Source: an optimization exercise on an open RTL-to-GDS flow (aim: small area, a short achievable clock period and few clock cycles per item). Production flows keep margins and buffers that such runs may drop.
Only simulation tests tie the RTL to the original design; equivalence was not proved.
Power and IR drop assume default switching activity.

$ cat flow/run.sh
#!/bin/bash
# synth_recipe.tcl (not shown) runs the flow's synth.tcl, then flattens the netlist and writes it again
# the make line also repeats each setting of config.mk as NAME=value (left out here)
make -C /OpenROAD-flow-scripts/flow DESIGN_CONFIG=/design/flow/config.mk WORK_HOME=/design/flow/orfs CLKGATE_MAP_FILE= SYNTH_SCRIPT=/design/flow/synth_recipe.tcl finish
$ cat flow/config.mk
export PLATFORM = sky130hd
export DESIGN_NAME = idfor_enc32
export DESIGN_NICKNAME = idfor_enc32
export VERILOG_FILES = /design/flow/design.v
export SDC_FILE = /design/flow/constraint.sdc
export NUM_CORES = 4
export LEC_CHECK = 0
export ABC_CLOCK_PERIOD_IN_PS = 4000
export CAP_MARGIN = 20
export CORE_MARGIN = 2
export CORE_UTILIZATION = 55
export SLEW_MARGIN = 20
export SYNTH_MEMORY_MAX_BITS = 8192
$ cat flow/constraint.sdc
create_clock -name core_clock -period 12.0 [get_ports {clk}]
set_input_delay 2.4000 -clock core_clock [delete_from_list [all_inputs] [get_ports {clk}]]
set_output_delay 2.4000 -clock core_clock [all_outputs]
set_load 0.01 [all_outputs]
$ cat flow/design.v
module idfor_enc32 (
    input  wire        clk,
    input  wire        rst,
    input  wire        cmd_valid,
    output wire        cmd_ready,
    input  wire [27:0] cmd_n,
    input  wire [1:0]  cmd_sel,
    input  wire        in_valid,
    output wire        in_ready,
    input  wire [31:0] in_data,
    output wire        out_valid,
    input  wire        out_ready,
    output wire [31:0] out_data,
    output wire        out_last
);
    localparam integer R     = 162;      
    localparam integer K     = 2;        
    localparam integer GRES  = 3;        
    localparam [6:0]   ATAIL = 7'd64;    
    reg        f_act;
    reg [27:0] f_left;
    reg        cmd_rdy_r, in_rdy_r;
    reg        xv0, xv1;
    reg [32:0] xd0, xd1;            
    assign cmd_ready = cmd_rdy_r;
    assign in_ready  = in_rdy_r;
    wire        cmd_go = cmd_valid & cmd_rdy_r;
    wire        in_go  = in_valid & in_rdy_r;
    wire        x_push = cmd_go | in_go;
    wire [32:0] x_new  = cmd_go ? {1'b1, 2'b00, cmd_sel, cmd_n} : {1'b0, in_data};
    wire        x_pop;
    wire [1:0]  xcnt   = {1'b0, xv0} + {1'b0, xv1};
    wire [1:0]  xcnt_n = xcnt + {1'b0, x_push} - {1'b0, x_pop};
    wire        f_act_n = cmd_go ? 1'b1 : ((in_go && f_left == 28'd1) ? 1'b0 : f_act);
    always @(posedge clk) begin
        if (rst) begin
            f_act     <= 1'b0;
            f_left    <= 28'd0;
            cmd_rdy_r <= 1'b0;
            in_rdy_r  <= 1'b0;
            xv0       <= 1'b0;
            xv1       <= 1'b0;
        end else begin
            f_act <= f_act_n;
            if (cmd_go)
                f_left <= cmd_n;
            else if (in_go)
                f_left <= f_left - 28'd1;
            cmd_rdy_r <= ~f_act_n & (xcnt_n != 2'd2);
            in_rdy_r  <=  f_act_n & (xcnt_n != 2'd2);
            if (x_pop) begin
                if (xv1) begin
                    xd0 <= xd1;
                    xv1 <= x_push;
                    if (x_push) xd1 <= x_new;
                end else begin
                    xv0 <= x_push;
                    if (x_push) xd0 <= x_new;
                end
            end else if (x_push) begin
                if (!xv0) begin
                    xv0 <= 1'b1;
                    xd0 <= x_new;
                end else begin
                    xv1 <= 1'b1;
                    xd1 <= x_new;
                end
            end
        end
    end
    reg        dv, dh;
    reg [31:0] dd, prev;
    wire       d_take;
    assign x_pop = xv0 & (~dv | d_take);
    always @(posedge clk) begin
        if (rst)
            dv <= 1'b0;
        else if (x_pop) begin
            dv <= 1'b1;
            dh <= xd0[32];
            if (xd0[32]) begin
                dd   <= xd0[31:0];
                prev <= 32'd0;
            end else begin
                dd   <= xd0[31:0] - prev;
                prev <= xd0[31:0];
            end
        end else if (d_take)
            dv <= 1'b0;
    end
    reg  [33*R-1:0] ring;                        
    wire [32:0]     r_out = ring[33*R-1 -: 33];  
    reg [7:0] ph;            
    reg [7:0] wp;            
    reg [7:0] fp;            
    reg [7:0] cp;            
    reg [8:0] occ;           
    reg [8:0] cav;           
    wire [7:0] ph_n = (ph == R - 1) ? 8'd0 : ph + 8'd1;
    reg [20:0] w_nblk;
    reg [27:0] w_ntail;
    reg [6:0]  w_idx;
    reg        w_pat;
    reg [3:0]  w_holes;
    reg [6:0]  w_A;
    reg [31:0] ref_w;
    wire       w_inblk = (w_idx != 7'd0);
    wire       w_slot  = (ph == wp) || (occ == 9'd0);
    wire       w_room  = (occ != R);
    wire       d_blk   = ~dh & (w_nblk != 21'd0);
    wire [2:0] d_nb    = 3'd1 + {2'b0, |dd[31:7]} + {2'b0, |dd[31:14]}
                       + {2'b0, |dd[31:21]} + {2'b0, |dd[31:28]};
    wire [6:0] d_bits  = dh ? 7'd32 : {1'b0, d_nb, 3'b000};
    wire [6:0] A_e     = (w_A >= 7'd32) ? (w_A - 7'd32) : w_A;
    wire [7:0] A_sum   = {1'b0, A_e} + {1'b0, d_bits};
    wire       credit_ok = (A_sum <= 8'd64);
    wire [7:0] A_up    = (A_sum + 8'd31) & 8'hE0;
    reg w_adv, w_wr;
    always @* begin
        w_adv = 1'b0;
        w_wr  = 1'b0;
        if (w_slot && w_room) begin
            if (w_holes != 4'd0)
                w_adv = 1'b1;
            else if (dv) begin
                w_adv = 1'b1;
                w_wr  = d_blk ? 1'b1 : credit_ok;
            end else if (!w_inblk && occ != 9'd0)
                w_adv = 1'b1;
        end
    end
    assign d_take = w_wr;
    wire [1:0] dsel = dd[29:28];
    wire       hist_go = w_wr & d_blk & (w_idx == 7'd127);
    always @(posedge clk) begin
        if (rst) begin
            w_nblk  <= 21'd0;
            w_ntail <= 28'd0;
            w_idx   <= 7'd0;
            w_holes <= 4'd0;
            w_A     <= 7'd0;
            w_pat   <= 1'b0;
        end else if (w_adv) begin
            if (w_holes != 4'd0) begin
                w_holes <= w_holes - 4'd1;
                w_A     <= A_e;
            end else if (w_wr) begin
                if (dh) begin
                    w_nblk  <= (dsel == 2'd3) ? 21'd0 : dd[27:7];
                    w_ntail <= (dsel == 2'd3) ? dd[27:0]
                             : (dsel == 2'd2) ? 28'd0 : {21'd0, dd[6:0]};
                    w_pat   <= (dsel == 2'd0) || (dsel == 2'd2);
                    w_holes <= ((dsel != 2'd3) && (dd[27:7] != 21'd0)) ? 4'd2 : 4'd0;
                    w_A     <= A_sum[6:0];
                    w_idx   <= 7'd0;
                end else if (d_blk) begin
                    w_idx <= w_idx + 7'd1;
                    if (w_idx == 7'd0 || $signed(dd) < $signed(ref_w))
                        ref_w <= dd;
                    if (w_idx == 7'd127) begin
                        w_nblk  <= w_nblk - 21'd1;
                        w_holes <= GRES + ((w_nblk != 21'd1) ? 4'd2 : 4'd0);
                        w_A     <= ATAIL;
                    end
                end else begin
                    w_ntail <= w_ntail - 28'd1;
                    w_A     <= (w_ntail == 28'd1) ? A_up[6:0] : A_sum[6:0];
                end
            end else
                w_A <= A_e;
        end
    end
    reg         hs1, h_run, vv, vv_d, h_pat;
    reg [3:0]   h_k;
    reg [31:0]  ref_h;
    reg [255:0] hv8;             
    reg [223:0] cntr;            
    reg [31:0]  M;               
    integer j, c2, j2, c3, j4;
    reg [255:0] hv8_n;
    always @* begin
        for (j = 0; j < 8; j = j + 1)
            hv8_n[32 * j +: 32] = ring[33 * (128 - 16 * j) +: 32] - ref_h;
    end
    reg [31:0]  th [0:7];
    reg [223:0] cntr_n;
    reg [31:0]  M_n;
    reg [3:0]   pc;
    always @* begin
        for (j2 = 0; j2 < 8; j2 = j2 + 1) begin
            th[j2][31] = hv8[32 * j2 + 31];
            for (c2 = 30; c2 >= 0; c2 = c2 - 1)
                th[j2][c2] = th[j2][c2 + 1] | hv8[32 * j2 + c2];
        end
        M_n = M;
        for (c2 = 0; c2 < 32; c2 = c2 + 1) begin
            pc = 4'd0;
            for (j2 = 0; j2 < 8; j2 = j2 + 1)
                pc = pc + {3'd0, th[j2][c2]};
            cntr_n[7 * c2 +: 7] = cntr[7 * c2 +: 7] + {3'd0, pc};
            M_n[c2] = M[c2] | (pc != 4'd0);
        end
    end
    always @(posedge clk) begin
        hv8 <= hv8_n;
        if (rst) begin
            hs1   <= 1'b0;
            h_run <= 1'b0;
            vv    <= 1'b0;
            vv_d  <= 1'b0;
        end else begin
            hs1  <= hist_go;
            vv   <= h_run;
            vv_d <= vv;
            if (hs1) begin
                ref_h <= ref_w;
                h_pat <= w_pat;
                h_run <= 1'b1;
                h_k   <= 4'd0;
                cntr  <= 224'd0;
                M     <= 32'd0;
            end else begin
                if (h_run) begin
                    h_k <= h_k + 4'd1;
                    if (h_k == 4'd15) h_run <= 1'b0;
                end
                if (vv) begin
                    cntr <= cntr_n;
                    M    <= M_n;
                end
            end
        end
    end
    wire h_fin = vv_d & ~vv;
    reg  [5:0]  mb_M;
    always @* begin
        mb_M = 6'd0;
        for (c3 = 0; c3 < 32; c3 = c3 + 1)
            if (M[c3]) mb_M = c3[5:0] + 6'd1;
    end
    localparam [1:0] CS_IDLE = 2'd0, CS_SCAN = 2'd1, CS_D1 = 2'd2, CS_D2 = 2'd3;
    reg  [1:0]  cs;
    reg  [5:0]  mbr;
    reg  [2:0]  g;
    reg  [8:0]  best;
    reg  [5:0]  bsel;
    reg  [6:0]  ebest;
    reg         s1v, s2v;
    reg  [23:0] s1c;             
    reg  [27:0] s1e;             
    reg  [51:0] s1p;             
    reg  [35:0] s2k;             
    reg  [27:0] s2e;
    reg  [23:0] s2c;
    reg         res_v;
    reg [23:0] s1c_n;
    reg [27:0] s1e_n;
    reg [51:0] s1p_n;
    reg [5:0]  cand, kk;
    reg [6:0]  ecand;
    always @* begin
        for (j4 = 0; j4 < 4; j4 = j4 + 1) begin
            cand  = {1'b0, g, 2'b00} + (6'd3 - j4[5:0]);
            ecand = cntr[7 * cand +: 7];
            kk    = mbr - cand;
            s1c_n[6 * j4 +: 6]  = cand;
            s1e_n[7 * j4 +: 7]  = ecand;
            s1p_n[13 * j4 +: 13] = {6'd0, ecand} * {7'd0, kk};
        end
    end
    reg [35:0] s2k_n;
    reg [6:0]  e2;
    reg [12:0] p2;
    always @* begin
        for (j4 = 0; j4 < 4; j4 = j4 + 1) begin
            e2 = s1e[7 * j4 +: 7];
            p2 = s1p[13 * j4 +: 13];
            s2k_n[9 * j4 +: 9] = {1'b0, s1c[6 * j4 +: 6], 2'b00}
                + ((e2 == 7'd0) ? 9'd0
                   : ({4'd0, e2[6:2]} + {8'd0, |e2[1:0]} + {1'b0, p2[12:5]} + {8'd0, |p2[4:0]}));
        end
    end
    wire        w01  = s2k[17:9] < s2k[8:0];
    wire        w23  = s2k[35:27] < s2k[26:18];
    wire [8:0]  k01  = w01 ? s2k[17:9] : s2k[8:0];
    wire [6:0]  e01  = w01 ? s2e[13:7] : s2e[6:0];
    wire [5:0]  c01  = w01 ? s2c[11:6] : s2c[5:0];
    wire [8:0]  k23  = w23 ? s2k[35:27] : s2k[26:18];
    wire [6:0]  e23  = w23 ? s2e[27:21] : s2e[20:14];
    wire [5:0]  c23  = w23 ? s2c[23:18] : s2c[17:12];
    wire        wq   = k23 < k01;
    wire [8:0]  kq   = wq ? k23 : k01;
    wire [6:0]  eq   = wq ? e23 : e01;
    wire [5:0]  cq   = wq ? c23 : c01;
    wire        res_take;        
    always @(posedge clk) begin
        if (rst) begin
            cs    <= CS_IDLE;
            s1v   <= 1'b0;
            s2v   <= 1'b0;
            res_v <= 1'b0;
        end else begin
            if (res_take) res_v <= 1'b0;
            s2v <= s1v;
            s2k <= s2k_n;
            s2e <= s1e;
            s2c <= s1c;
            if (s2v && kq < best) begin
                best  <= kq;
                bsel  <= cq;
                ebest <= eq;
            end
            s1v <= 1'b0;
            case (cs)
                CS_IDLE: if (h_fin) begin
                    mbr   <= mb_M;
                    best  <= {1'b0, mb_M, 2'b00};
                    bsel  <= mb_M;
                    ebest <= 7'd0;
                    g     <= (mb_M - 6'd1) >> 2;
                    if (h_pat && mb_M != 6'd0)
                        cs <= CS_SCAN;
                    else
                        res_v <= 1'b1;
                end
                CS_SCAN: begin
                    s1c <= s1c_n;
                    s1e <= s1e_n;
                    s1p <= s1p_n;
                    s1v <= 1'b1;
                    g   <= g - 3'd1;
                    if (g == 3'd0) cs <= CS_D1;
                end
                CS_D1: cs <= CS_D2;
                default: begin
                    res_v <= 1'b1;
                    cs    <= CS_IDLE;
                end
            endcase
        end
    end
    reg  [63:0] acc;
    reg  [6:0]  cnt;
    reg  [6:0]  lastpos;
    reg         ov, sv;              
    reg  [31:0] od, sd;
    reg         ol, sl;
    assign out_valid = ov;
    assign out_data  = od;
    assign out_last  = ol;
    wire        emit_i = (cnt >= 7'd32) && !(ov && sv);
    wire [6:0]  cnt_e  = emit_i ? (cnt - 7'd32) : cnt;
    wire [63:0] acc_e  = emit_i ? {32'd0, acc[63:32]} : acc;
    wire        w_last = (lastpos == 7'd32);
    wire [6:0]  lastpos_e = (emit_i && lastpos != 7'd0) ? (lastpos - 7'd32) : lastpos;
    localparam [2:0] EK_RAW = 3'd0, EK_LOW = 3'd1, EK_HIP = 3'd3,
                     EK_POS0 = 3'd4, EK_POS1 = 3'd5, EK_HIW = 3'd6;
    reg         ev;
    reg  [2:0]  ek;
    reg  [39:0] eval;
    reg  [5:0]  ew;
    reg         ealign, elast;
    reg  [6:0]  eidx;
    reg  [6:0]  elim, elim32;        
    reg  [5:0]  cb, cmb;
    reg  [6:0]  ce;
    reg  [31:0] cref;
    reg         c_slow, c_lastsec;
    reg  [63:0] posbuf;
    reg  [31:0] hiacc;
    reg  [5:0]  hcnt;
    reg  [6:0]  xc;                  
    reg  [127:0] flags;              
    reg  [6:0]  pcnt;
    wire [31:0] ev32   = eval[31:0];
    wire [31:0] mask_b = (cb >= 6'd32) ? 32'hFFFFFFFF : ((32'd1 << cb) - 32'd1);
    wire [5:0]  whi    = cmb - cb;
    wire [31:0] hv     = (cb >= 6'd32) ? 32'd0 : (ev32 >> cb);
    wire        exc    = (hv != 32'd0);
    wire        xlast  = exc && (xc == ce - 7'd1);
    reg  [39:0] p_val;
    reg  [6:0]  p_w;
    reg         p_align, p_last;
    always @* begin
        p_val   = 40'd0;
        p_w     = 7'd0;
        p_align = 1'b0;
        p_last  = 1'b0;
        case (ek)
            EK_RAW: begin
                p_val = eval; p_w = {1'b0, ew};
                p_align = ealign; p_last = elast;
            end
            EK_LOW: begin
                p_val = {8'd0, ev32 & mask_b}; p_w = {1'b0, cb};
                p_last = elast;
            end
            EK_HIP: begin
                p_val = {8'd0, hv}; p_w = exc ? {1'b0, whi} : 7'd0;
                p_align = xlast; p_last = xlast & c_lastsec;
            end
            EK_POS0: begin
                p_val = {8'd0, posbuf[31:0]}; p_w = 7'd32;
            end
            EK_POS1: begin
                p_val = {8'd0, posbuf[63:32]}; p_w = 7'd32;
            end
            default: begin
                p_val = {8'd0, hiacc}; p_w = 7'd32; p_last = elast;
            end
        endcase
    end
    wire        e_fits  = emit_i ? (cnt <= elim32) : (cnt <= elim);
    wire        push    = ev & e_fits;
    wire        e_free  = ~ev | e_fits;
    wire [7:0]  cnt_p   = {1'b0, cnt_e} + {1'b0, p_w};
    wire [7:0]  cnt_pa  = p_align ? ((cnt_p + 8'd31) & 8'hE0) : cnt_p;
    wire [63:0] p_sh    = {24'd0, p_val} << cnt_e;
    wire        e_elem  = (ek == EK_LOW) || (ek == EK_HIP);
    always @(posedge clk) begin
        if (rst) begin
            acc     <= 64'd0;
            cnt     <= 7'd0;
            lastpos <= 7'd0;
            ov      <= 1'b0;
            sv      <= 1'b0;
        end else begin
            if (push) begin
                acc <= acc_e | p_sh;
                cnt <= cnt_pa[6:0];
                lastpos <= p_last ? cnt_pa[6:0] : lastpos_e;
            end else begin
                acc <= acc_e;
                cnt <= cnt_e;
                lastpos <= lastpos_e;
            end
            if (ov && out_ready) begin
                if (sv) begin
                    od <= sd;
                    ol <= sl;
                    sv <= 1'b0;
                end else if (emit_i) begin
                    od <= acc[31:0];
                    ol <= w_last;
                end else
                    ov <= 1'b0;
            end else if (emit_i) begin
                if (!ov) begin
                    ov <= 1'b1;
                    od <= acc[31:0];
                    ol <= w_last;
                end else begin
                    sv <= 1'b1;
                    sd <= acc[31:0];
                    sl <= w_last;
                end
            end
        end
    end
    localparam [1:0] CX_HDR = 2'd0, CX_BLK = 2'd1, CX_TAIL = 2'd2;
    localparam [1:0] PS_LOW = 2'd0, PS_HI = 2'd2;
    localparam [2:0] SQ_IDLE = 3'd0, SQ_REF = 3'd1, SQ_POS0 = 3'd2, SQ_POS1 = 3'd3,
                     SQ_HIW = 3'd4, SQ_PWAIT = 3'd5, SQ_PF = 3'd6;
    reg  [7:0]  phc;             
    reg  [1:0]  c_exp;
    reg  [1:0]  c_pass;
    reg  [20:0] c_nblk;
    reg  [27:0] c_ntail;
    reg  [6:0]  c_idx;
    reg         c_descdone;
    reg  [7:0]  c_base;
    reg  [2:0]  sq;
    wire [32:0] r_c   = ring[33 * (R - 1 - K) +: 33];
    wire        c_at  = (phc == cp) && (cav != 9'd0);
    wire        c_vld = r_c[32];
    wire [31:0] c_d   = r_c[31:0];
    wire        c_holdblk = c_slow && (c_pass == PS_LOW);
    wire        desc_go = (sq == SQ_IDLE) && (c_exp == CX_BLK) && (c_pass == PS_LOW)
                        && (c_idx == 7'd0) && !c_descdone && res_v && e_free;
    assign res_take = desc_go;
    reg c_adv, c_take, c_jump, c_free;
    always @* begin
        c_adv  = 1'b0;
        c_take = 1'b0;
        c_jump = 1'b0;
        c_free = 1'b0;
        if (c_at) begin
            if (!c_vld) begin
                c_adv  = 1'b1;
                c_free = 1'b1;
            end else if (e_free && sq == SQ_IDLE) begin
                case (c_exp)
                    CX_BLK: if (c_descdone) begin
                        c_take = 1'b1;
                        c_adv  = 1'b1;
                        c_free = ~c_holdblk;
                        c_jump = c_holdblk && (c_idx == 7'd127);
                    end
                    default: begin
                        c_take = 1'b1;
                        c_adv  = 1'b1;
                        c_free = 1'b1;
                    end
                endcase
            end
        end
    end
    wire        m0 = |c_d[31:7];
    wire        m1 = |c_d[31:14];
    wire        m2 = |c_d[31:21];
    wire        m3 = |c_d[31:28];
    wire [39:0] c_vb  = {4'd0, c_d[31:28], m3, c_d[27:21], m2, c_d[20:14],
                         m1, c_d[13:7], m0, c_d[6:0]};
    wire [2:0]  c_nb  = 3'd1 + {2'b0, m0} + {2'b0, m1} + {2'b0, m2} + {2'b0, m3};
    wire [1:0]  h_sel = c_d[29:28];
    wire [20:0] h_nblk  = (h_sel == 2'd3) ? 21'd0 : c_d[27:7];
    wire [27:0] h_ntail = (h_sel == 2'd3) ? c_d[27:0]
                        : (h_sel == 2'd2) ? 28'd0 : {21'd0, c_d[6:0]};
    wire        blk_end = c_take && (c_exp == CX_BLK) && (c_idx == 7'd127)
                        && (!c_slow || c_pass == PS_HI);
    wire [1:0]  exp_after_blk = (c_nblk != 21'd1) ? CX_BLK
                              : ((c_ntail != 28'd0) ? CX_TAIL : CX_HDR);
    reg [6:0] pf_idx;
    integer q;
    always @* begin
        pf_idx = 7'd0;
        for (q = 127; q >= 0; q = q - 1)
            if (flags[q]) pf_idx = q[6:0];
    end
    wire [5:0]  d_whi  = mbr - bsel;
    wire [9:0]  d_ehi  = {6'd0, ebest[3:0]} * {4'd0, d_whi};
    wire        d_fast = (ebest <= 7'd8) && (d_ehi <= 10'd32);
    always @(posedge clk) begin
        if (rst) begin
            phc        <= K;
            c_exp      <= CX_HDR;
            c_pass     <= PS_LOW;
            c_nblk     <= 21'd0;
            c_ntail    <= 28'd0;
            c_idx      <= 7'd0;
            c_descdone <= 1'b0;
            sq         <= SQ_IDLE;
            ev         <= 1'b0;
            c_slow     <= 1'b0;
            xc         <= 7'd0;
        end else begin
            phc <= (phc == R - 1) ? 8'd0 : phc + 8'd1;
            if (push && e_elem) begin
                if (ek == EK_LOW) begin
                    flags[eidx] <= exc;
                    if (exc && !c_slow) begin
                        posbuf[8 * xc[2:0] +: 8] <= {1'b0, eidx};
                        hiacc <= hiacc | (hv << hcnt);
                        hcnt  <= hcnt + whi;
                    end
                end
                if (eidx == 7'd127)
                    xc <= 7'd0;
                else if (exc)
                    xc <= xc + 7'd1;
            end
            if (e_free) ev <= 1'b0;
            if (desc_go) begin
                ev     <= 1'b1;
                ek     <= EK_RAW;
                eval   <= {8'd0, 9'd0, ebest, 2'b00, mbr, 2'b00, bsel};
                ew     <= 6'd32;
                elim   <= 7'd32;
                elim32 <= 7'd64;
                ealign <= 1'b0;
                elast  <= 1'b0;
                cb     <= bsel;
                cmb    <= mbr;
                ce     <= ebest;
                cref   <= ref_h;
                c_slow <= ~d_fast;
                c_lastsec <= (c_nblk == 21'd1) && (c_ntail == 28'd0);
                posbuf <= 64'd0;
                hiacc  <= 32'd0;
                hcnt   <= 6'd0;
                xc     <= 7'd0;
                sq     <= SQ_REF;
            end else if (sq == SQ_PWAIT) begin
                pcnt <= 7'd0;
                if (!ev) sq <= SQ_PF;
            end else if (sq != SQ_IDLE && e_free) begin
                ev     <= 1'b1;
                ew     <= 6'd32;
                elim   <= 7'd32;
                elim32 <= 7'd64;
                ealign <= 1'b0;
                elast  <= 1'b0;
                case (sq)
                    SQ_REF: begin
                        ek    <= EK_RAW;
                        eval  <= {8'd0, cref};
                        elast <= c_lastsec && (cb == 6'd0) && (ce == 7'd0);
                        c_descdone <= 1'b1;
                        sq    <= SQ_IDLE;
                    end
                    SQ_POS0: begin
                        ek    <= EK_POS0;
                        sq    <= (ce > 7'd4) ? SQ_POS1 : SQ_HIW;
                    end
                    SQ_POS1: begin
                        ek    <= EK_POS1;
                        sq    <= SQ_HIW;
                    end
                    SQ_HIW: begin
                        ek    <= EK_HIW;
                        elast <= c_lastsec;
                        sq    <= SQ_IDLE;
                    end
                    default: begin   
                        ek     <= EK_RAW;
                        eval   <= {33'd0, pf_idx};
                        ew     <= 6'd8;
                        elim   <= 7'd56;
                        elim32 <= 7'd88;
                        ealign <= (pcnt == ce - 7'd1);
                        flags[pf_idx] <= 1'b0;
                        pcnt   <= pcnt + 7'd1;
                        if (pcnt == ce - 7'd1) sq <= SQ_IDLE;
                    end
                endcase
            end else if (c_take) begin
                ev <= 1'b1;
                case (c_exp)
                    CX_HDR: begin
                        ek     <= EK_RAW;
                        eval   <= {8'd0, c_d};
                        ew     <= 6'd32;
                        elim   <= 7'd32;
                        elim32 <= 7'd64;
                        ealign <= 1'b0;
                        elast  <= 1'b0;
                        c_nblk  <= h_nblk;
                        c_ntail <= h_ntail;
                        c_exp   <= (h_nblk != 21'd0) ? CX_BLK : CX_TAIL;
                        c_idx   <= 7'd0;
                        c_pass  <= PS_LOW;
                        c_descdone <= 1'b0;
                    end
                    CX_TAIL: begin
                        ek     <= EK_RAW;
                        eval   <= c_vb;
                        ew     <= {c_nb, 3'b000};
                        elim   <= 7'd64 - {1'b0, c_nb, 3'b000};
                        elim32 <= 7'd96 - {1'b0, c_nb, 3'b000};
                        ealign <= (c_ntail == 28'd1);
                        elast  <= (c_ntail == 28'd1);
                        c_ntail <= c_ntail - 28'd1;
                        if (c_ntail == 28'd1) c_exp <= CX_HDR;
                    end
                    default: begin
                        ek     <= (c_pass == PS_LOW) ? EK_LOW : EK_HIP;
                        eval   <= {8'd0, c_d - cref};
                        eidx   <= c_idx;
                        elim   <= 7'd64 - {1'b0, (c_pass == PS_LOW) ? cb : whi};
                        elim32 <= 7'd96 - {1'b0, (c_pass == PS_LOW) ? cb : whi};
                        elast  <= c_lastsec && (ce == 7'd0) && (cb != 6'd0) && (c_idx == 7'd127);
                        ealign <= 1'b0;
                        c_idx  <= c_idx + 7'd1;
                        if (c_idx == 7'd0 && c_pass == PS_LOW)
                            c_base <= cp;
                        if (c_idx == 7'd127) begin
                            if (blk_end) begin
                                c_pass     <= PS_LOW;
                                c_descdone <= 1'b0;
                                c_nblk     <= c_nblk - 21'd1;
                                c_exp      <= exp_after_blk;
                                if (!c_slow && ce != 7'd0) sq <= SQ_POS0;
                            end else begin
                                c_pass <= PS_HI;
                                sq     <= SQ_PWAIT;
                            end
                        end
                    end
                endcase
            end
        end
    end
    wire [32:0] port_in = w_adv ? {w_wr, w_wr ? dd : r_out[31:0]} : r_out;
    always @(posedge clk)
        ring <= {ring[33 * (R - 1) - 1:0], port_in};
    always @(posedge clk) begin
        if (rst) begin
            ph  <= 8'd0;
            wp  <= 8'd0;
            fp  <= 8'd0;
            cp  <= 8'd0;
            occ <= 9'd0;
            cav <= 9'd0;
        end else begin
            ph <= ph_n;
            if (occ == 9'd0) begin
                wp  <= ph_n;
                fp  <= w_adv ? ph : ph_n;
                cp  <= w_adv ? ph : ph_n;
                occ <= {8'd0, w_adv};
                cav <= {8'd0, w_adv};
            end else begin
                if (w_adv) wp <= ph_n;
                if (c_free) fp <= (fp == R - 1) ? 8'd0 : fp + 8'd1;
                if (c_jump)
                    cp <= c_base;
                else if (c_adv)
                    cp <= (cp == R - 1) ? 8'd0 : cp + 8'd1;
                occ <= occ + {8'd0, w_adv} - {8'd0, c_free};
                cav <= cav + {8'd0, w_adv} - {8'd0, c_adv} + (c_jump ? 9'd128 : 9'd0);
            end
        end
    end
endmodule
==> results of run 1 <==
==> power groups by stage <==
stage               logic, µW  registers (µW)  clock network [µW]
finish                   5210           25400               20600
global placement         5090           25900                   0
detailed placement       5130           25900                   0
CTS                      5170           25400               21100
global route             5750           25400               22000
floorplan                3680           25600                   0
==> layer usage <==
layer	share of wire, %	wire length (µm)	vias to the layer above	track usage, %
met2	42	221000	4044	37.1
li1	-	-	60621	-
met4	3.5	18100	8	8.42
met5	0.0092	48	-	0
met3	6.7	35000	891	3.69
met1	47	248000	61484	38.0
==> registers in the layout, summed over array words and instances (netlist names), 33 cells and up <==
register and count:
flags 128, hv8 256, cntr 224, eval 36
s2k 36, ring 5346, s1p 52, xd0 33
posbuf 64, acc 64, xd1 33
==> cell families (layout without fill, tap and decap cells) <==
| group | Yosys count | after routing | share of synthesized area (%) |
|---|---|---|---|
| AOI/OAI and AO/OA | 2702 | 2702 | 7.82 |
| xor gates and xnor gates | 669 | 669 | 2.65 |
| adders and majority gates | 1152 | 1152 | 7.48 |
| buffers and inverters | 1079 | 2083 | 1.83 |
| DFF | 6972 | 6972 | 67.9 |
| muxes | 598 | 598 | 3.37 |
| other | 0 | 12 | 0 |
| and+or+nand+nor | 3982 | 3982 | 8.93 |
==> synthesized netlist by cell type, types with 149 or more instances <==
cell type,number,area (µm²)
a21o_1,223,1670
xor2_1,306,2680
ha_1,867,10800
xnor2_1,363,3180
nand3_1,158,791
o21ai_0,555,2780
mux2i_1,346,3460
mux2_2,149,1680
dfxtp_1,5912,118000
nor3_1,301,1510
inv_1,617,2320
a21oi_1,791,3960
nor2_1,1134,4260
nand2_1,1010,3790
fa_1,284,5690
edfxtp_1,1060,31800
clkbuf_1,389,1460
nor2b_1,323,2020
==> path summary, 6_finish.rpt <==
path                            cells after the start      start        end
worst max-delay path                               23   hv8[127]   cntr[12]
worst min-delay path                                0  ring[308]  ring[341]
worst max register to register                     23   hv8[127]   cntr[12]
worst min register to register                      0  ring[308]  ring[341]
==> critical path: stages (launching register included) <==
cell	delay, ps
dfxtp_1	330
or4_4	550
or4_4	450
or3_4	380
or3_4	380
or4_4	470
or4_4	470
or3_4	390
or2_4	270
or3_4	430
or3_4	430
or4_1	450
fa_1	520
fa_1	520
fa_1	500
ha_1	250
fa_1	620
ha_1	250
a21o_1	180
a21oi_1	170
nor2b_1	80
o21ai_0	190
xor2_1	180
nor2_1	50
==> cell type report <==
| cell class | count | share of cell area, % |
|---|---|---|
| Multi-Input combinational cell | 9103 | 26.8 |
| Sequential cell | 6972 | 59.9 |
| Antenna cell | 12 | 0.0120 |
| Timing Repair Buffer | 280 | 0.952 |
| Clock inverter | 245 | 1.20 |
| Tap cell | 5265 | 2.63 |
| Inverter | 625 | 0.939 |
| Clock buffer | 933 | 7.55 |
==> per-stage QoR <==
stage                     total power [µW]  util, %  setup slack (ps)
after global routing                 53200     62.7              2900
after detailed placement             31000     57.2              3210
after floorplan                      29300        -              2180
final                                51200     62.7              3170
after global placement               31000     57.2              3240
after CTS                            51600     62.7              3190
==> key figures, run 1 <==
Pwr
  • Sw Share: 24.4%
  • Combinational power share: 10.2%
  • Max VDD drop: 0.162 mV
  • Leak Pwr: 0.101 µW
  • Clock network power share: 40.3%
  • Pwr dens: 204 nW/µm²
  • P_sw: 12500 µW
  • P_int: 38700 µW
  • Reg power frac: 49.6%

Yosys
  • Ys async rst share: 0%
  • Primary FF master, synth: dfxtp_1
  • #FFs+latches synth: 6972
  • Synth unique cells: 90
  • Average size of a mapped cell: 12.9 µm²
  • Mapped cell area: 221000 µm²
  • EDFF count, synth: 1060
  • Sequential cell area fraction in the yosys report: 67.9%
  • Yosys warnings: 2
  • Synth Instances: 17154
  • Syn Nets: 18372

Finish
  • Share of layout cells above drive strength 1: 9.88%
  • Final nets: 18847
  • Most frequent cells in the layout: dfxtp_1 (5910), nor2_1 (1122), edfxtp_1 (1060)
  • Fillcell total: 30747
  • Layout Cells excl Fill: 23435
  • Sequential Area: 150000 µm²
  • Commonest non-fill, non-tap cell in the layout: dfxtp_1
  • Area grow syn2layout: 13.4%
  • Final Instance Area: 251000 µm²
  • Area of the multi-input gates: 67200 µm²

Outcome
  • Status: complete, no violations

Detailed routing
  • Wirelength per Cell: 22.3 µm
  • Initial DRC count: 12057
  • First-pass DRT Iterations: 9
  • DRC: 0
  • Via density: 5.42
  • Final WL: 522 mm
  • Vias: 127048
  • Antenna-violating nets left: 0

Die
  • Initial core utilization: 55.3%
  • Die height: 638 µm
  • Chip Width: 638 µm
  • Ports: 103
  • Die area: 407000 µm²
  • Core Rows: 232
  • Core area: 400000 µm²

STA
  • Crit share post-route: 73.6%
  • Endpoints failing hold: 0
  • Setup Total Neg Slack: 0 ps
  • Setup Viol. Count Final: 0
  • Final Critical Period: 8830 ps
  • Pins Over Slew Limit: 0
  • Unrepaired setup endpoints after global routing: false
  • Layout Skew: 87.3 ps
  • Max Freq: 113 MHz
  • Measured slew at the worst slew-check pin: 1220 ps
  • Max transition margin: 18.0%
  • Hold Worst Slack: 240 ps

CTS
  • Worst-path clk slew: 60 ps
  • # hold bufs at CTS: 0
  • Sink Count: 6972
  • Num CTS Buffers: 647
  • CTS tree: done
  • Cts repair resizes: 0
  • Skew-Pair Late Insertion Delay: 1050 ps
  • Clk root buf: clkbuf_16
  • Longest Clk Path Bufs: 4
  • H-tree Lvls: 6
  • Number of post-CTS setup repair buffers: 0

Placement
  • DP Area: 229000 µm²
  • Post-DP HPWL: 373 mm
  • Port Buf Inserts: 102
  • Post-Place Cells: 22244
  • Placer Congestion: 0.946

Setup path
  • Worst Path Class, Setup: flop to flop
  • Startpoint types: flop
  • CP Capture Type: flop
  • R2R Setup Slk: 3170 ps
  • Worst Path Arrival: 9550 ps
  • Critical Path RT: 12720 ps
  • Worst-path fanout max: 5

GRT
  • Initial antenna violation count: 60
  • Vias in the first global route: 121047
  • First-pass GRT wire length: 775 mm
  • Gr ovfl total: 0
  • GRT Util Overall: 25.2%
  • Largest net degree at the start of global routing: 90

Run
  • MaxCap Viol Count: 0

Hold path
  • Hold Crit Class: flop to flop
Testbench counts, summed over its fixed seeds: cycles 43,332, elements 35,051.
==> inputs of run 2 (changes only) <==
--- a/flow/design.v
+++ b/flow/design.v
@@ -13,7 +13,7 @@
     output wire [31:0] out_data,
     output wire        out_last
 );
-    localparam integer R     = 162;      
+    localparam integer R     = 163;      
     localparam integer K     = 2;        
     localparam integer GRES  = 3;        
     localparam [6:0]   ATAIL = 7'd64;    
@@ -70,6 +70,8 @@
     end
     reg        dv, dh;
     reg [31:0] dd, prev;
+    reg [2:0]  dnb;              
+    wire [31:0] x_d = xd0[31:0] - prev;
     wire       d_take;
     assign x_pop = xv0 & (~dv | d_take);
     always @(posedge clk) begin
@@ -82,8 +84,10 @@
                 dd   <= xd0[31:0];
                 prev <= 32'd0;
             end else begin
-                dd   <= xd0[31:0] - prev;
+                dd   <= x_d;
                 prev <= xd0[31:0];
+                dnb  <= 3'd1 + {2'b0, |x_d[31:7]} + {2'b0, |x_d[31:14]}
+                      + {2'b0, |x_d[31:21]} + {2'b0, |x_d[31:28]};
             end
         end else if (d_take)
             dv <= 1'b0;
@@ -108,9 +112,7 @@
     wire       w_slot  = (ph == wp) || (occ == 9'd0);
     wire       w_room  = (occ != R);
     wire       d_blk   = ~dh & (w_nblk != 21'd0);
-    wire [2:0] d_nb    = 3'd1 + {2'b0, |dd[31:7]} + {2'b0, |dd[31:14]}
-                       + {2'b0, |dd[31:21]} + {2'b0, |dd[31:28]};
-    wire [6:0] d_bits  = dh ? 7'd32 : {1'b0, d_nb, 3'b000};
+    wire [6:0] d_bits  = dh ? 7'd32 : {1'b0, dnb, 3'b000};
     wire [6:0] A_e     = (w_A >= 7'd32) ? (w_A - 7'd32) : w_A;
     wire [7:0] A_sum   = {1'b0, A_e} + {1'b0, d_bits};
     wire       credit_ok = (A_sum <= 8'd64);
@@ -182,23 +184,44 @@
         for (j = 0; j < 8; j = j + 1)
             hv8_n[32 * j +: 32] = ring[33 * (128 - 16 * j) +: 32] - ref_h;
     end
+    function [31:0] sor;
+        input [31:0] v;
+        input integer d;
+        integer i;
+        begin
+            sor = v;
+            for (i = 0; i + d < 32; i = i + 1) sor[i] = v[i] | v[i + d];
+        end
+    endfunction
+    function [31:0] therm_fast;
+        input [31:0] v;
+        begin
+            therm_fast = sor(sor(sor(sor(sor(v, 1), 2), 4), 8), 16);
+        end
+    endfunction
     reg [31:0]  th [0:7];
     reg [223:0] cntr_n;
     reg [31:0]  M_n;
+    reg [31:0]  vor;
+    reg [1:0]   pa, pb, pc2, pd;
+    reg [2:0]   pab, pcd;
     reg [3:0]   pc;
     always @* begin
+        vor = 32'd0;
         for (j2 = 0; j2 < 8; j2 = j2 + 1) begin
-            th[j2][31] = hv8[32 * j2 + 31];
-            for (c2 = 30; c2 >= 0; c2 = c2 - 1)
-                th[j2][c2] = th[j2][c2 + 1] | hv8[32 * j2 + c2];
+            th[j2] = therm_fast(hv8[32 * j2 +: 32]);
+            vor = vor | hv8[32 * j2 +: 32];
         end
-        M_n = M;
+        M_n = M | therm_fast(vor);
         for (c2 = 0; c2 < 32; c2 = c2 + 1) begin
-            pc = 4'd0;
-            for (j2 = 0; j2 < 8; j2 = j2 + 1)
-                pc = pc + {3'd0, th[j2][c2]};
+            pa  = {1'b0, th[0][c2]} + {1'b0, th[1][c2]};
+            pb  = {1'b0, th[2][c2]} + {1'b0, th[3][c2]};
+            pc2 = {1'b0, th[4][c2]} + {1'b0, th[5][c2]};
+            pd  = {1'b0, th[6][c2]} + {1'b0, th[7][c2]};
+            pab = {1'b0, pa} + {1'b0, pb};
+            pcd = {1'b0, pc2} + {1'b0, pd};
+            pc  = {1'b0, pab} + {1'b0, pcd};
             cntr_n[7 * c2 +: 7] = cntr[7 * c2 +: 7] + {3'd0, pc};
-            M_n[c2] = M[c2] | (pc != 4'd0);
         end
     end
     always @(posedge clk) begin
@@ -238,79 +261,83 @@
         for (c3 = 0; c3 < 32; c3 = c3 + 1)
             if (M[c3]) mb_M = c3[5:0] + 6'd1;
     end
-    localparam [1:0] CS_IDLE = 2'd0, CS_SCAN = 2'd1, CS_D1 = 2'd2, CS_D2 = 2'd3;
-    reg  [1:0]  cs;
+    localparam [2:0] CS_IDLE = 3'd0, CS_SCAN = 3'd1, CS_D1 = 3'd2, CS_D2 = 3'd3, CS_D3 = 3'd4;
+    reg  [2:0]  cs;
     reg  [5:0]  mbr;
     reg  [2:0]  g;
     reg  [8:0]  best;
     reg  [5:0]  bsel;
     reg  [6:0]  ebest;
-    reg         s1v, s2v;
-    reg  [23:0] s1c;             
-    reg  [27:0] s1e;             
+    reg         s0v, s1v, s2v;
+    reg  [23:0] s0c, s1c;        
+    reg  [27:0] s0e, s1e;        
+    reg  [23:0] s0k;             
     reg  [51:0] s1p;             
-    reg  [35:0] s2k;             
-    reg  [27:0] s2e;
-    reg  [23:0] s2c;
+    reg  [8:0]  s2k0, s2k1;      
+    reg  [6:0]  s2e0, s2e1;
+    reg  [5:0]  s2c0, s2c1;
     reg         res_v;
-    reg [23:0] s1c_n;
-    reg [27:0] s1e_n;
-    reg [51:0] s1p_n;
-    reg [5:0]  cand, kk;
-    reg [6:0]  ecand;
+    reg [23:0] s0c_n, s0k_n;
+    reg [27:0] s0e_n;
+    reg [5:0]  cand;
     always @* begin
         for (j4 = 0; j4 < 4; j4 = j4 + 1) begin
-            cand  = {1'b0, g, 2'b00} + (6'd3 - j4[5:0]);
-            ecand = cntr[7 * cand +: 7];
-            kk    = mbr - cand;
-            s1c_n[6 * j4 +: 6]  = cand;
-            s1e_n[7 * j4 +: 7]  = ecand;
-            s1p_n[13 * j4 +: 13] = {6'd0, ecand} * {7'd0, kk};
+            cand = {1'b0, g, 2'b00} + (6'd3 - j4[5:0]);
+            s0c_n[6 * j4 +: 6] = cand;
+            s0e_n[7 * j4 +: 7] = cntr[7 * cand +: 7];
+            s0k_n[6 * j4 +: 6] = mbr - cand;
         end
     end
-    reg [35:0] s2k_n;
+    reg [51:0] s1p_n;
+    always @* begin
+        for (j4 = 0; j4 < 4; j4 = j4 + 1)
+            s1p_n[13 * j4 +: 13] = {6'd0, s0e[7 * j4 +: 7]} * {7'd0, s0k[6 * j4 +: 6]};
+    end
+    reg [35:0] k2;
     reg [6:0]  e2;
     reg [12:0] p2;
     always @* begin
         for (j4 = 0; j4 < 4; j4 = j4 + 1) begin
             e2 = s1e[7 * j4 +: 7];
             p2 = s1p[13 * j4 +: 13];
-            s2k_n[9 * j4 +: 9] = {1'b0, s1c[6 * j4 +: 6], 2'b00}
+            k2[9 * j4 +: 9] = {1'b0, s1c[6 * j4 +: 6], 2'b00}
                 + ((e2 == 7'd0) ? 9'd0
                    : ({4'd0, e2[6:2]} + {8'd0, |e2[1:0]} + {1'b0, p2[12:5]} + {8'd0, |p2[4:0]}));
         end
     end
-    wire        w01  = s2k[17:9] < s2k[8:0];
-    wire        w23  = s2k[35:27] < s2k[26:18];
-    wire [8:0]  k01  = w01 ? s2k[17:9] : s2k[8:0];
-    wire [6:0]  e01  = w01 ? s2e[13:7] : s2e[6:0];
-    wire [5:0]  c01  = w01 ? s2c[11:6] : s2c[5:0];
-    wire [8:0]  k23  = w23 ? s2k[35:27] : s2k[26:18];
-    wire [6:0]  e23  = w23 ? s2e[27:21] : s2e[20:14];
-    wire [5:0]  c23  = w23 ? s2c[23:18] : s2c[17:12];
-    wire        wq   = k23 < k01;
-    wire [8:0]  kq   = wq ? k23 : k01;
-    wire [6:0]  eq   = wq ? e23 : e01;
-    wire [5:0]  cq   = wq ? c23 : c01;
+    wire        w01  = k2[17:9] < k2[8:0];
+    wire        w23  = k2[35:27] < k2[26:18];
+    wire        wq   = s2k1 < s2k0;
+    wire [8:0]  kq   = wq ? s2k1 : s2k0;
+    wire [6:0]  eq   = wq ? s2e1 : s2e0;
+    wire [5:0]  cq   = wq ? s2c1 : s2c0;
     wire        res_take;        
     always @(posedge clk) begin
         if (rst) begin
             cs    <= CS_IDLE;
+            s0v   <= 1'b0;
             s1v   <= 1'b0;
             s2v   <= 1'b0;
             res_v <= 1'b0;
         end else begin
             if (res_take) res_v <= 1'b0;
-            s2v <= s1v;
-            s2k <= s2k_n;
-            s2e <= s1e;
-            s2c <= s1c;
+            s1v  <= s0v;
+            s2v  <= s1v;
+            s1c  <= s0c;
+            s1e  <= s0e;
+            s1p  <= s1p_n;
+            s2k0 <= w01 ? k2[17:9] : k2[8:0];
+            s2e0 <= w01 ? s1e[13:7] : s1e[6:0];
+            s2c0 <= w01 ? s1c[11:6] : s1c[5:0];
+            s2k1 <= w23 ? k2[35:27] : k2[26:18];
+            s2e1 <= w23 ? s1e[27:21] : s1e[20:14];
+            s2c1 <= w23 ? s1c[23:18] : s1c[17:12];
             if (s2v && kq < best) begin
                 best  <= kq;
                 bsel  <= cq;
                 ebest <= eq;
             end
-            s1v <= 1'b0;
+            s0v <= 1'b0;
             case (cs)
                 CS_IDLE: if (h_fin) begin
                     mbr   <= mb_M;
@@ -324,14 +351,15 @@
                         res_v <= 1'b1;
                 end
                 CS_SCAN: begin
-                    s1c <= s1c_n;
-                    s1e <= s1e_n;
-                    s1p <= s1p_n;
-                    s1v <= 1'b1;
+                    s0c <= s0c_n;
+                    s0e <= s0e_n;
+                    s0k <= s0k_n;
+                    s0v <= 1'b1;
                     g   <= g - 3'd1;
                     if (g == 3'd0) cs <= CS_D1;
                 end
                 CS_D1: cs <= CS_D2;
+                CS_D2: cs <= CS_D3;
                 default: begin
                     res_v <= 1'b1;
                     cs    <= CS_IDLE;
@@ -361,6 +389,7 @@
     reg  [5:0]  ew;
     reg         ealign, elast;
     reg  [6:0]  eidx;
+    reg         eexc;                
     reg  [6:0]  elim, elim32;        
     reg  [5:0]  cb, cmb;
     reg  [6:0]  ce;
@@ -372,12 +401,13 @@
     reg  [6:0]  xc;                  
     reg  [127:0] flags;              
     reg  [6:0]  pcnt;
+    reg  [6:0]  pnext;               
     wire [31:0] ev32   = eval[31:0];
     wire [31:0] mask_b = (cb >= 6'd32) ? 32'hFFFFFFFF : ((32'd1 << cb) - 32'd1);
     wire [5:0]  whi    = cmb - cb;
     wire [31:0] hv     = (cb >= 6'd32) ? 32'd0 : (ev32 >> cb);
     wire        exc    = (hv != 32'd0);
-    wire        xlast  = exc && (xc == ce - 7'd1);
+    wire        hlast  = eexc && (xc == ce - 7'd1);
     reg  [39:0] p_val;
     reg  [6:0]  p_w;
     reg         p_align, p_last;
@@ -396,8 +426,8 @@
                 p_last = elast;
             end
             EK_HIP: begin
-                p_val = {8'd0, hv}; p_w = exc ? {1'b0, whi} : 7'd0;
-                p_align = xlast; p_last = xlast & c_lastsec;
+                p_val = {8'd0, hv}; p_w = eexc ? {1'b0, whi} : 7'd0;
+                p_align = hlast; p_last = hlast & c_lastsec;
             end
             EK_POS0: begin
                 p_val = {8'd0, posbuf[31:0]}; p_w = 7'd32;
@@ -525,7 +555,7 @@
     always @* begin
         pf_idx = 7'd0;
         for (q = 127; q >= 0; q = q - 1)
-            if (flags[q]) pf_idx = q[6:0];
+            if (flags[q] && q[6:0] >= pnext) pf_idx = q[6:0];
     end
     wire [5:0]  d_whi  = mbr - bsel;
     wire [9:0]  d_ehi  = {6'd0, ebest[3:0]} * {4'd0, d_whi};
@@ -556,7 +586,7 @@
                 end
                 if (eidx == 7'd127)
                     xc <= 7'd0;
-                else if (exc)
+                else if ((ek == EK_LOW) ? exc : eexc)
                     xc <= xc + 7'd1;
             end
             if (e_free) ev <= 1'b0;
@@ -581,7 +611,8 @@
                 xc     <= 7'd0;
                 sq     <= SQ_REF;
             end else if (sq == SQ_PWAIT) begin
-                pcnt <= 7'd0;
+                pcnt  <= 7'd0;
+                pnext <= 7'd0;
                 if (!ev) sq <= SQ_PF;
             end else if (sq != SQ_IDLE && e_free) begin
                 ev     <= 1'b1;
@@ -618,7 +649,7 @@
                         elim   <= 7'd56;
                         elim32 <= 7'd88;
                         ealign <= (pcnt == ce - 7'd1);
-                        flags[pf_idx] <= 1'b0;
+                        pnext  <= pf_idx + 7'd1;
                         pcnt   <= pcnt + 7'd1;
                         if (pcnt == ce - 7'd1) sq <= SQ_IDLE;
                     end
@@ -656,6 +687,7 @@
                         ek     <= (c_pass == PS_LOW) ? EK_LOW : EK_HIP;
                         eval   <= {8'd0, c_d - cref};
                         eidx   <= c_idx;
+                        eexc   <= flags[c_idx];
                         elim   <= 7'd64 - {1'b0, (c_pass == PS_LOW) ? cb : whi};
                         elim32 <= 7'd96 - {1'b0, (c_pass == PS_LOW) ? cb : whi};
                         elast  <= c_lastsec && (ce == 7'd0) && (cb != 6'd0) && (c_idx == 7'd127);
--- a/flow/config.mk
+++ b/flow/config.mk
@@ -8,6 +8,6 @@
 export ABC_CLOCK_PERIOD_IN_PS = 4000
 export CAP_MARGIN = 20
 export CORE_MARGIN = 2
-export CORE_UTILIZATION = 55
+export CORE_UTILIZATION = 60
 export SLEW_MARGIN = 20
 export SYNTH_MEMORY_MAX_BITS = 8192
==> key figures, run 2 <==
Pwr
  • Clock network power share: 42.5% (+2.2 points)
  • P_int: 37700 µW (-2.5%)
  • Pwr dens: 193 nW/µm² (-5.5%)
  • Max VDD drop: 0.236 mV (+46%)
  • Reg power frac: 51.5% (+1.9 points)
  • Sw Share: 23.0% (-1.5 points)
  • P_sw: 11200 µW (-10%)
  • Leak Pwr: 0.101 µW (about the same)
  • Combinational power share: 6.0% (-4.2 points)

Finish
  • Final Instance Area: 254000 µm² (+1.2%)
  • Final nets: 19179 (+1.8%)
  • Final design utilization: 68.1% (+5.4 points)
  • Most frequent cells in the layout: dfxtp_1 (5944), nor2_1 (1218), edfxtp_1 (1097)
  • Biggest regs: ring (5379), hv8 (256), cntr (224)
  • Share of layout cells above drive strength 1: 9.99% (+0.11 points)
  • Most flop-heavy register: ring
  • Commonest non-fill, non-tap cell in the layout: dfxtp_1
  • Max reg flops: 5379 (+0.62%)
  • Area grow syn2layout: 13.0%
  • Fillcell total: 26187 (-15%)

Yosys
  • Synth top cells by count: dfxtp_1 (5947), nor2_1 (1229), edfxtp_1 (1097)
  • Ys async rst share: 0% (unchanged)
  • Synth top area cells: dfxtp_1 (53%), edfxtp_1 (15%), ha_1 (4.6%)
  • Post-synth top area share: 53.0% (-0.50 points)
  • Post-synth top area cell: dfxtp_1
  • EDFF count, synth: 1097 (+3.5%)
  • #FFs+latches synth: 7044 (+1.0%)
  • Synth unique cells: 91 (+1.1%)
  • Synth Instances: 17580 (+2.5%)
  • Mapped cell area: 225000 µm² (+1.5%)
  • Average size of a mapped cell: 12.8 µm² (-0.93%)
  • Primary FF master, synth: dfxtp_1
  • Most frequent cell after synthesis: dfxtp_1
  • Yosys warnings: 2 (unchanged)
  • Sequential cell area fraction in the yosys report: 67.7% (-0.22 points)
  • Syn Nets: 18764 (+2.1%)

Setup path
  • Worst Path Class, Setup: flop to flop
  • CP peak stage delay: 560 ps (-60 ps)
  • Reg2reg end: cntr[13]
  • Critical Path RT: 12710 ps (about the same)
  • R2R depth: 22 (-4.3%)
  • CP Cell Sequence: or4_4 > or3_4 > or4_4 > or4_4 > or4_4 > or4_4 > or3_4 > or3_4 > or4_4 > or2_4 > or3_1 > fa_1 > inv_1 > fa_1 > fa_1 > inv_1 > fa_1 > fa_1 > a21o_1 > a21oi_1 > or3_1 > a21oi_1
  • CP dominant cell by count: or4_4
  • Worst-path fanout max: 5 (unchanged)
  • R2R Setup Slk: 3470 ps (+300 ps)
  • Startpoint types: flop
  • CP Capture Type: flop
  • Worst Path Arrival: 9240 ps (-310 ps)
  • Reg2Reg Launch Point: hv8[92]
  • Crit-path slowest cell: or4_4

Hold path
  • Min-Delay Path Depth: 0 (unchanged)
  • Worst Hold End: ring[1069]
  • Hold_sp: ring[1036]
  • Hold Crit Class: flop to flop

CTS
  • Number of post-CTS setup repair buffers: 0 (unchanged)
  • Worst-path clk slew: 60 ps (about the same)
  • Num CTS Buffers: 641 (-0.93%)
  • Sink Count: 7044 (+1.0%)
  • H-tree Lvls: 6 (unchanged)
  • Cts repair resizes: 0 (unchanged)
  • # hold bufs at CTS: 0 (unchanged)
  • CTS tree: done
  • Longest Clk Path Bufs: 4 (unchanged)
  • Clk root buf: clkbuf_16
  • Skew-Pair Late Insertion Delay: 1080 ps (+30 ps)

GRT
  • First-pass GRT wire length: 815 mm (+5.2%)
  • Gr ovfl total: 0 (unchanged)
  • Initial antenna violation count: 53 (-12%)
  • Vias in the first global route: 128908 (+6.5%)
  • GRT Util Overall: 28.4% (+3.3 points)
  • Largest net degree at the start of global routing: 183 (+100%)

Placement
  • DP Area: 232000 µm² (+1.3%)
  • Port Buf Inserts: 102 (unchanged)
  • Placer Congestion: 1.01 (+6.7%)
  • Post-DP HPWL: 380 mm (+1.9%)

STA
  • Max Freq: 117 MHz (+3.5%)
  • Unrepaired setup endpoints after global routing: false
  • Max transition margin: 21.3% (+3.3 points)
  • Layout Skew: 95.2 ps (+7.95 ps)
  • Measured slew at the worst slew-check pin: 1170 ps (-54.3 ps)
  • Setup Total Neg Slack: 0 ps (unchanged)
  • Crit share post-route: 71.1% (-2.5 points)
  • Final Critical Period: 8530 ps (-302 ps)
  • Endpoints failing hold: 0 (unchanged)
  • Setup Viol. Count Final: 0 (unchanged)
  • Pins Over Slew Limit: 0 (unchanged)

Die
  • Initial core utilization: 60.3% (+5.0 points)
  • Die area: 379000 µm² (-6.9%)
  • Core area: 372000 µm² (-6.8%)
  • Core Rows: 224 (-3.4%)
  • Chip Width: 616 µm (-3.5%)
  • Die height: 616 µm (-3.5%)
  • Ports: 103 (unchanged)

Detailed routing
  • Initial DRC count: 12006 (-0.42%)
  • Vias: 131253 (+3.3%)
  • Via density: 5.58 (+3.0%)
  • First-pass DRT Iterations: 9 (unchanged)
  • DRC: 0 (unchanged)
  • Final WL: 546 mm (+4.7%)
  • Antenna-violating nets left: 0 (unchanged)
  • Wirelength per Cell: 23.2 µm (+4.3%)

Run
  • MaxCap Viol Count: 0 (unchanged)

Outcome
  • Status: complete, no violations
## run 2: changes by cell type after synthesis, sizes merged, moves of 54 or more
cell / before / now
inv: 620 / 679
or3: 223 / 159
mux2i: 346 / 176
and2: 92 / 162
mux2: 149 / 268
o21ai: 561 / 615
nand2: 1010 / 1083
nor2b: 323 / 253
nor2: 1134 / 1229
xor2: 306 / 220
clkbuf: 390 / 460
## run 2: worst max path at each step
| stage | end | from | cells past startpoint |
|---|---|---|---|
| floorplan | hcnt[0] | rst | 3 |
| global placement | cntr[11] | hv8[92] | 22 |
| detailed placement | cntr[11] | hv8[92] | 22 |
| CTS | cntr[13] | hv8[92] | 22 |
| global route | cntr[11] | hv8[92] | 22 |
| finish | cntr[13] | hv8[92] | 22 |
## run 2: worst max-delay path, delay by kind of cell, from the launching register on
kind / cells / cell delay [ps]
AO/OA/AOI/OAI: 3 / 490
adder cells (fa/ha/maj): 5 / 2430
buffers and inverters: 2 / 110
flip-flops: 1 / 320
AND/OR/NAND/NOR: 12 / 4840
## run 2: logic make-up after synthesis
family | share of synthesized area [%]
adders and majority gates | 7.18
and+or+nand+nor | 8.89
DFF | 67.7
muxes | 3.62
AOI/OAI and AO/OA | 8.12
xor gates and xnor gates | 2.46
buffers and inverters | 2.03
## run 2: area by class of cell
cell class	count	area (µm²)	share of cell area, %
inverter	685	2580	1.02
multi-input combinational	9324	68200	26.9
antenna	17	42.5	0.0168
tap	4972	6220	2.45
sequential	7044	152000	59.9
timing repair buffer	299	2560	1.01
clock inverter	212	3030	1.20
clock buffer	961	19100	7.51
## run 2: power groups by stage
| stage | Combinational [µW] | Sequential (µW) | Clock (µW) |
|---|---|---|---|
| after global routing | 3220 | 25300 | 22100 |
| after global placement | 2850 | 25700 | 0 |
| final | 2920 | 25200 | 20800 |
| after detailed placement | 2880 | 25700 | 0 |
| after CTS | 2910 | 25200 | 21200 |
| after floorplan | 2100 | 25500 | 0 |
## run 2: per-stage QoR
stage / power [µW] / hold slack (ps) / worst slack (ps) / std cells
3_3_place_gp: 28600 / 309 / 3540 / 22322
5_1_grt: 50600 / 276 / 3260 / 23499
4_1_cts: 49300 / 263 / 3460 / 23495
3_5_place_dp: 28600 / 312 / 3540 / 22322
2_1_floorplan: 27600 / 310 / 3070 / 17580
6_report: 48900 / 272 / 3470 / 23514
## run 2: routing by layer
metal	up-vias	global-route usage [%]	wire length, µm
met5	-	0	56
met4	8	12.6	26300
met3	1184	3.78	32500
met2	4456	44.5	247000
met1	63632	39.7	241000
li1	61973	-	-
Testbench counts of run 2, summed over its fixed seeds: cycles 43,373, elements 35,051.

==> static timing again, ports no longer ideal <==
No port has a modelled driver above. Below, the same layouts with a new extraction and two added sets of constraints.
Step 1: set_driving_cell puts a clkbuf_16 on clk and a buf_2 on each other input, an assumption about the parent block.
Step 2 moves the port delays by t, midway between the first and last clock arrival at a register: inputs arrive t later, outputs are due t later. That takes back most of the time a late clock gives input paths.
Three values: ideal, step 1, step 2; two values: the first two.
run | t, ns | setup WS [ns] | pins driven straight from the clock port
run 1 | 1.117 | 3.170 / 3.170 / 3.170 | 1
run 2 | 1.148 | 3.472 / 3.472 / 3.472 | 1
After both steps setup and hold are still met in every run listed.
